Background: an optimization exercise with open tools, aiming at small area, a short achievable clock period and few clock cycles. Do not read the settings as production practice. Function was checked by simulation only, so behaviour that the tests miss may differ from the original. Power and IR drop assume default switching activity.

===== design.v =====
module mgm_core (
    input  wire         clk,
    input  wire         rst,           
    input  wire         cmd_valid,
    output wire         cmd_ready,
    input  wire [7:0]   cmd_word,
    input  wire [127:0] cmd_data,
    input  wire [255:0] cmd_key,
    output wire         rsp_valid,
    input  wire         rsp_ready,
    output wire [15:0]  rsp_word,
    output reg  [127:0] rsp_data,
    output wire         creq_valid,
    input  wire         creq_ready,
    output reg  [127:0] creq_data,
    input  wire         crsp_valid,
    input  wire [127:0] crsp_data,
    output wire         ckey_valid,
    output wire [255:0] ckey_data
);
    localparam [2:0] OP_NOP     = 3'd0,
                     OP_SET_KEY = 3'd1,
                     OP_SET_IV  = 3'd2,
                     OP_UPDATE  = 3'd3,
                     OP_ENCRYPT = 3'd4,
                     OP_DECRYPT = 3'd5,
                     OP_DIGEST  = 3'd6;
    localparam [3:0] ST_OK        = 4'd0,
                     ST_ERR_OP    = 4'd1,
                     ST_ERR_LEN   = 4'd2,
                     ST_ERR_NOKEY = 4'd3,
                     ST_ERR_PHASE = 4'd4,
                     ST_ERR_ALIGN = 4'd5;
    localparam [2:0] PH_UNINIT = 3'd0,
                     PH_IVSET  = 3'd1,
                     PH_AD     = 3'd2,
                     PH_ENC    = 3'd3,
                     PH_DEC    = 3'd4,
                     PH_DONE   = 3'd5;
    localparam [2:0] S_IDLE = 3'd0,
                     S_DEC  = 3'd1,
                     S_REQ  = 3'd2,
                     S_WAIT = 3'd3,
                     S_MUL  = 3'd4,
                     S_RSP  = 3'd5;
    localparam [2:0] C_IVY = 3'd0,    
                     C_IVZ = 3'd1,    
                     C_KS  = 3'd2,    
                     C_H   = 3'd3,    
                     C_TAG = 3'd4;    
    localparam [7:0] RED = 8'h87;
    reg [2:0]   state;
    reg [2:0]   call;
    reg [2:0]   phase;
    reg         key_valid;
    reg         err_sticky;
    reg [127:0] Y;
    reg [127:0] Z;
    reg [127:0] sum;
    reg [63:0]  auth_size;
    reg [63:0]  data_size;
    reg [7:0]   c_word;        
    reg [127:0] c_data;        
    reg [127:0] V;             
    reg [127:0] mul_y;         
    reg [6:0]   mul_cnt;
    reg [3:0]   rsp_status;
    reg [4:0]   rsp_len;
    wire [2:0]  op  = c_word[2:0];
    wire [4:0]  len = c_word[7:3];
    function [127:0] mulx;
        input [127:0] b;
        begin
            mulx = {b[126:0], 1'b0} ^ (b[127] ? {120'd0, RED} : 128'd0);
        end
    endfunction
    function [127:0] incr_r;
        input [127:0] b;
        begin
            incr_r = {b[127:64], b[63:0] + 64'd1};
        end
    endfunction
    function [127:0] incr_l;
        input [127:0] b;
        begin
            incr_l = {b[127:64] + 64'd1, b[63:0]};
        end
    endfunction
    function [127:0] prefix_mask;
        input [4:0] n;
        integer i;
        begin
            for (i = 0; i < 16; i = i + 1)
                prefix_mask[127 - 8*i -: 8] = (i < n) ? 8'hff : 8'h00;
        end
    endfunction
    wire [127:0] len_mask = prefix_mask(len);
    wire [127:0] pad_data = c_data & len_mask;
    wire [127:0] trailer  = {auth_size[60:0], 3'b000, data_size[60:0], 3'b000};
    reg [3:0] chk_status;
    always @(*) begin
        chk_status = ST_OK;
        if (op == 3'd7)
            chk_status = ST_ERR_OP;
        else if (op == OP_NOP)
            chk_status = ST_OK;
        else if ((op == OP_SET_KEY && len != 5'd0) ||
                 (op == OP_SET_IV  && len != 5'd16) ||
                 (op >= OP_UPDATE  && len > 5'd16))
            chk_status = ST_ERR_LEN;
        else if (op == OP_SET_KEY)
            chk_status = ST_OK;
        else if (op == OP_SET_IV)
            chk_status = key_valid ? ST_OK : ST_ERR_NOKEY;
        else if ((op == OP_UPDATE  && !(phase == PH_IVSET || phase == PH_AD)) ||
                 (op == OP_ENCRYPT && !(phase == PH_IVSET || phase == PH_AD || phase == PH_ENC)) ||
                 (op == OP_DECRYPT && !(phase == PH_IVSET || phase == PH_AD || phase == PH_DEC)) ||
                 (op == OP_DIGEST  && !(phase == PH_IVSET || phase == PH_AD || phase == PH_ENC || phase == PH_DEC)))
            chk_status = ST_ERR_PHASE;
        else if ((op == OP_UPDATE && auth_size[3:0] != 4'd0) ||
                 ((op == OP_ENCRYPT || op == OP_DECRYPT) && data_size[3:0] != 4'd0))
            chk_status = ST_ERR_ALIGN;
    end
    assign cmd_ready  = (state == S_IDLE) && !rst;
    assign rsp_valid  = (state == S_RSP);
    assign rsp_word   = {2'b00, err_sticky, key_valid, phase, rsp_len, rsp_status};
    assign creq_valid = (state == S_REQ);
    assign ckey_valid = cmd_valid && cmd_ready && (cmd_word == {5'd0, OP_SET_KEY});
    assign ckey_data  = cmd_key;
    always @(*) begin
        case (call)
            C_IVY:   creq_data = {1'b0, c_data[126:0]};
            C_IVZ:   creq_data = {1'b1, c_data[126:0]};
            C_KS:    creq_data = Y;
            C_H:     creq_data = Z;
            default: creq_data = sum;
        endcase
    end
    always @(posedge clk) begin
        if (rst) begin
            state      <= S_IDLE;
            phase      <= PH_UNINIT;
            key_valid  <= 1'b0;
            err_sticky <= 1'b0;
        end else begin
            case (state)
                S_IDLE: begin
                    if (cmd_valid) begin
                        c_word <= cmd_word;
                        c_data <= cmd_data;
                        state  <= S_DEC;
                    end
                end
                S_DEC: begin
                    rsp_status <= chk_status;
                    rsp_len    <= 5'd0;
                    rsp_data   <= 128'd0;
                    if (chk_status != ST_OK) begin
                        err_sticky <= 1'b1;
                        state      <= S_RSP;
                    end else begin
                        case (op)
                            OP_SET_KEY: begin
                                key_valid <= 1'b1;
                                phase     <= PH_UNINIT;
                                state     <= S_RSP;
                            end
                            OP_SET_IV: begin
                                call  <= C_IVY;
                                state <= S_REQ;
                            end
                            OP_UPDATE, OP_DECRYPT: begin
                                if (len == 5'd0) begin
                                    state <= S_RSP;
                                end else begin
                                    call  <= C_H;
                                    state <= S_REQ;
                                end
                            end
                            OP_ENCRYPT: begin
                                if (len == 5'd0) begin
                                    state <= S_RSP;
                                end else begin
                                    call  <= C_KS;
                                    state <= S_REQ;
                                end
                            end
                            OP_DIGEST: begin
                                call  <= C_H;
                                state <= S_REQ;
                            end
                            default: begin    
                                state <= S_RSP;
                            end
                        endcase
                    end
                end
                S_REQ: begin
                    if (creq_ready)
                        state <= S_WAIT;
                end
                S_WAIT: begin
                    if (crsp_valid) begin
                        case (call)
                            C_IVY: begin
                                Y     <= crsp_data;
                                call  <= C_IVZ;
                                state <= S_REQ;
                            end
                            C_IVZ: begin
                                Z          <= crsp_data;
                                sum        <= 128'd0;
                                auth_size  <= 64'd0;
                                data_size  <= 64'd0;
                                phase      <= PH_IVSET;
                                err_sticky <= 1'b0;
                                state      <= S_RSP;
                            end
                            C_KS: begin
                                rsp_len  <= len;
                                rsp_data <= (c_data ^ crsp_data) & len_mask;
                                if (len == 5'd16)
                                    Y <= incr_r(Y);
                                if (op == OP_ENCRYPT) begin
                                    mul_y <= (c_data ^ crsp_data) & len_mask;
                                    call  <= C_H;
                                    state <= S_REQ;
                                end else begin
                                    data_size <= data_size + {59'd0, len};
                                    phase     <= PH_DEC;
                                    state     <= S_RSP;
                                end
                            end
                            C_H: begin
                                V       <= crsp_data;
                                Z       <= incr_l(Z);
                                mul_cnt <= 7'd0;
                                if (op == OP_DIGEST)
                                    mul_y <= trailer;
                                else if (op != OP_ENCRYPT)
                                    mul_y <= pad_data;
                                state <= S_MUL;
                            end
                            default: begin    
                                sum      <= crsp_data;
                                rsp_len  <= len;
                                rsp_data <= crsp_data & len_mask;
                                phase    <= PH_DONE;
                                state    <= S_RSP;
                            end
                        endcase
                    end
                end
                S_MUL: begin
                    if (mul_y[0])
                        sum <= sum ^ V;
                    V       <= mulx(V);
                    mul_y   <= {1'b0, mul_y[127:1]};
                    mul_cnt <= mul_cnt + 7'd1;
                    if (mul_cnt == 7'd127) begin
                        case (op)
                            OP_UPDATE: begin
                                auth_size <= auth_size + {59'd0, len};
                                phase     <= PH_AD;
                                state     <= S_RSP;
                            end
                            OP_ENCRYPT: begin
                                data_size <= data_size + {59'd0, len};
                                phase     <= PH_ENC;
                                state     <= S_RSP;
                            end
                            OP_DECRYPT: begin
                                call  <= C_KS;
                                state <= S_REQ;
                            end
                            default: begin    
                                call  <= C_TAG;
                                state <= S_REQ;
                            end
                        endcase
                    end
                end
                S_RSP: begin
                    if (rsp_ready)
                        state <= S_IDLE;
                end
                default: state <= S_IDLE;
            endcase
        end
    end
endmodule

===== run.sh =====
#!/bin/bash
# synth_recipe.tcl (not shown) runs the flow's synth.tcl, then flattens the netlist and writes it again
# the make line also repeats each setting of config.mk as NAME=value (left out here)
make -C /OpenROAD-flow-scripts/flow DESIGN_CONFIG=/design/flow/config.mk WORK_HOME=/design/flow/orfs CLKGATE_MAP_FILE= SYNTH_SCRIPT=/design/flow/synth_recipe.tcl finish

===== config.mk =====
export PLATFORM = sky130hd
export DESIGN_NAME = mgm_core
export DESIGN_NICKNAME = mgm_core
export VERILOG_FILES = /design/flow/design.v
export SDC_FILE = /design/flow/constraint.sdc
export NUM_CORES = 4
export LEC_CHECK = 0
export CAP_MARGIN = 20
export CORE_MARGIN = 2
export CORE_UTILIZATION = 40
export SLEW_MARGIN = 20

===== constraint.sdc =====
create_clock -name core_clock -period 6.0 [get_ports {clk}]
set_input_delay 1.2000 -clock core_clock [delete_from_list [all_inputs] [get_ports {clk}]]
set_output_delay 1.2000 -clock core_clock [all_outputs]
set_load 0.01 [all_outputs]

==> flow_summary.yaml <==
clocking:
  cts_tree: "yes"
  cts_sinks: 1052
  cts_buffer_depth: 3
  hold_buffers: 0
  cts_buffers: 119
  cts_resized: 0
  clk_pin_slew_ns: 0.06
  cts_setup_buffers: 0
  h-tree-depth: 3
  clkLatencyLatePin_ns: 0.76
  cts-root-buf: "clkbuf_16"
final_layout:
  area_delta_synth_final_pct: 15.8
  layout-drive-gt1-share_pct: 5.27
  fin_util_pct: 46.5
  nNetsFinal: 6402
setup_path:
  startpoint: "call[1]$_DFFE_PP_"
  crit_required_ns: 4.80
  cp-end-kind: "output port"
  cp_common_cell: "buf_12"
  cpPeakStageDelay_ns: 0.65
  reg2reg_from: "state[1]$_SDFFE_PP0P_"
  worstSetupStartpointType: "flop"
  path_class: "reg -> out"
  slowest_stage: "clkdlybuf4s50_1"
  cp.arrival_ns: 3.76
  cp_max_fo: 121
  cp_cell_sequence: "buf_12 -> nor3b_2 -> buf_12 -> and2_1 -> a21oi_1 -> o21ai_0 -> clkdlybuf4s50_1"
placement:
  dp_slack_ns: 1.32
  gp_congestion: 0.905
  port_buffers: 542
  dp_hpwl_um: 127000
synth:
  synthDominantCellAreaShare_pct: 54.6
  synth_seq_cells: 1052
  synth_edf_count: 1044
  synth_mux_area_share_pct: 2.08
  synthAdderAreaFrac_pct: 0.353
  netlist_area_um2: 57400
  syn_area_per_cell_um2: 10.0
  yosysWarningCount: 1
  synth_top_family_by_area: "simple AND/OR/NAND/NOR gates"
  synth_area_leader_cell: "edfxtp_1"
  ys.flop_type: "edfxtp_1"
  synth_cell_types: 84
  async_flop_share_pct: 0
  yosysSeqAreaShare_pct: 54.9
  synth_area_leaders: "edfxtp_1 55%, nand2_1 7.6%, o21ai_0 4.7%, xor2_1 3.4%, buf_4 3.4%"
  netlist_instances: 5725
  yosys.area_share.simple_pct: 18.3
  synth_compound_area_share_pct: 11.9
  synth_xor_area_share_pct: 6.47
sta:
  relSlewSlack_pct: 28.4
  worst_pin_slew_ns: 1.07
  setup_tns_ns: 0
  holdWs_ns: 0.517
  finalSetupViolCount: 0
  fmaxAchievable_mhz: 202
  finalHoldViolations: 0
  min_period_over_period_pct: 82.6
  finClkSkew_ns: 0.0318
  slew_viol_final: 0
  setup_ws_ns: 1.04
  fin_crit_ns: 4.96
  rsz0062_at_grt: "false"
route:
  vias: 44500
  drc: 0
  totalWireLength_um: 189000
  ant_nets: 0
  first_iter_violations: 4735
  wl_per_cell_um: 24.0
  viasPerCell: 5.65
  dr.pass1.iters: 6
floorplanning:
  core.rowCount: 139
  dieArea_um2: 147000
  coreArea_um2: 143000
  io_pins: 1058
  initial_core_util_pct: 40.2
  chipWidth_um: 383
  die_height_um: 383
global_route:
  track_usage_pct: 25.1
  grt_max_degree: 165
  overflow: 0
  grt_first_pass_wirelength_um: 279000
  antenna_found_initial: 9
  grt_pass1_vias: 42400
run:
  maxCapViolCount: 0
min_path:
  worstHoldStart: "mul_y[91]$_DFFE_PP_"
  hp-class: "reg -> reg"
power:
  leakage_nw: 22.5
  ir_drop_mv: 0.311
  power_mw: 22.7
  powerDensity_nw_per_um2: 341
outcome:
  status: "timing/DRC/antenna clean"
-- flip-flops by register name, indices dropped and copies added, names as in the netlist, 3 cells and up --
register and cells:
c_data 128, Y 128, c_word 8, call 3, V 128, auth_size 61, rsp_len 5, rsp_data 128
data_size 61, state 3, phase 3, mul_cnt 7, sum 128, mul_y 128, rsp_status 3, Z 128
-- Yosys cell counts, drive strengths merged (6+ instances only) --
| library cell | instances |
|---|---|
| nand2b | 23 |
| nor2b | 90 |
| o31ai | 25 |
| xnor2 | 199 |
| a21o | 7 |
| or4 | 36 |
| nand4 | 68 |
| a22oi | 37 |
| o211ai | 94 |
| and2 | 98 |
| dfxtp | 8 |
| a31oi | 19 |
| mux2i | 118 |
| nor4 | 32 |
| nor3 | 42 |
| inv | 37 |
| ha | 13 |
| buf | 325 |
| and3 | 43 |
| or3 | 42 |
| xor2 | 225 |
| nand3b | 6 |
| a32oi | 21 |
| a211oi | 38 |
| nand4b | 6 |
| a21oi | 257 |
| or2 | 31 |
| and4 | 36 |
| nor3b | 15 |
| o21a | 21 |
| o311ai | 7 |
| o21ai | 557 |
| edfxtp | 1044 |
| nand2 | 1161 |
| nand3 | 106 |
| clkbuf | 281 |
| a221oi | 48 |
| nor2 | 465 |
-- cell type report --
type,instances,area (um^2)
antenna,1,2.50
clock buffer,148,3110
clock inverter,70,474
fill,13400,76500
inverter,37,139
multi-input combinational,4032,22600
sequential,1052,31500
tap,1903,2380
timing repair buffer,619,6270
-- per-layer routing --
layer  global-route usage [%]  vias up  share of wire (%)
met5                    0.595        -              0.061
met4                     8.37       10                3.4
met3                     5.42      372                8.4
met2                     38.7     1984                 45
met1                     34.9    21600                 43
li1                         -    20400                  -
-- stage by stage --
stage,instances,instance area (um^2)
floorplan,5727,57500
global placement,7643,62900
detailed placement,7643,62900
global route,7862,66500
finish,7862,66500
CTS,7861,66500
-- where the power goes --
| group | internal [mW] | leakage, nW | switching (mW) |
|---|---|---|---|
| Sequential | 9.27 | 9.61 | 0.524 |
| Combinational | 2.11 | 11.1 | 3.77 |
| Clock | 3.86 | 1.76 | 3.12 |
| Total | 15.2 | 22.5 | 7.41 |
-- cells by family (layout without fill, tap and decap cells) --
kind of cell,Yosys count,after routing
other,1,4
muxes,119,119
buffers and inverters,643,874
adders and majority gates,15,15
AOI/OAI and AO/OA,1165,1165
and+or+nand+nor,2306,2306
xor gates and xnor gates,424,424
DFF,1052,1052
-- critical path: cells and delay by family (launching register included) --
family | cells | cell delay, ns
simple gates | 2 | 0.70
buf+inv | 3 | 1.48
compound gates | 2 | 0.29
flops | 1 | 0.45
-- layout by cell type, fill, tap and decap left out, types with 22 or more instances in the layout --
master,instances
nand2_1,1160
nor3_1,39
buf_4,56
xor2_1,225
o31ai_1,25
nor2_1,458
o21ai_1,22
and3_1,41
a21oi_1,253
and4_1,33
xnor2_1,199
a211oi_1,36
nand2b_1,22
and2_1,96
clkbuf_16,120
nand3_1,102
o211ai_1,94
a22oi_1,37
edfxtp_1,1044
nor2b_1,90
or2_2,30
or3_1,42
clkdlybuf4s50_1,542
o21ai_0,535
or4_1,36
nand4_1,63
clkbuf_1,28
nor4_1,28
inv_1,37
mux2i_1,118
clkinv_1,31
a221oi_1,48
clkinv_2,25
-- final timing paths --
path         slack, ns                   to  cells after the start
max               1.04        creq_data[61]                      7
min               0.52  mul_y[90]$_DFFE_PP_                      2
max reg2reg       2.34      Y[61]$_DFFE_PP_                      4
min reg2reg       0.52  mul_y[90]$_DFFE_PP_                      2
Testbench counts, summed over its fixed seeds: cycles 432,163.

afterwards: timing with drivers on the ports:
The results above use ideal ports. As a check the final layout listed here was re-extracted and re-timed, cells and wires unchanged. Step 1 assumes that a clkbuf_16 drives the clock port and a buf_2 every other input. Step 2, shift: input delay + t, output delay - t, t = (earliest + latest rising clock arrival at the registers) / 2. This alone moves slack from input paths to output paths. Slacks: no drivers / after step 1 / after step 2; pairs: no drivers / after step 1.
t, ns: 0.815
slack for setup (ns): 1.044 / 0.970 / 1.245
worst setup path at the end: input to output
clock arrival spread, ns: 0.036 / 0.036
slew at the worst register clock pin (ns): 0.06 / 0.06
After both steps this run still meets setup and hold. The setup slack of this run moves by -0.074 ns with the drivers and by +0.201 ns with both steps.
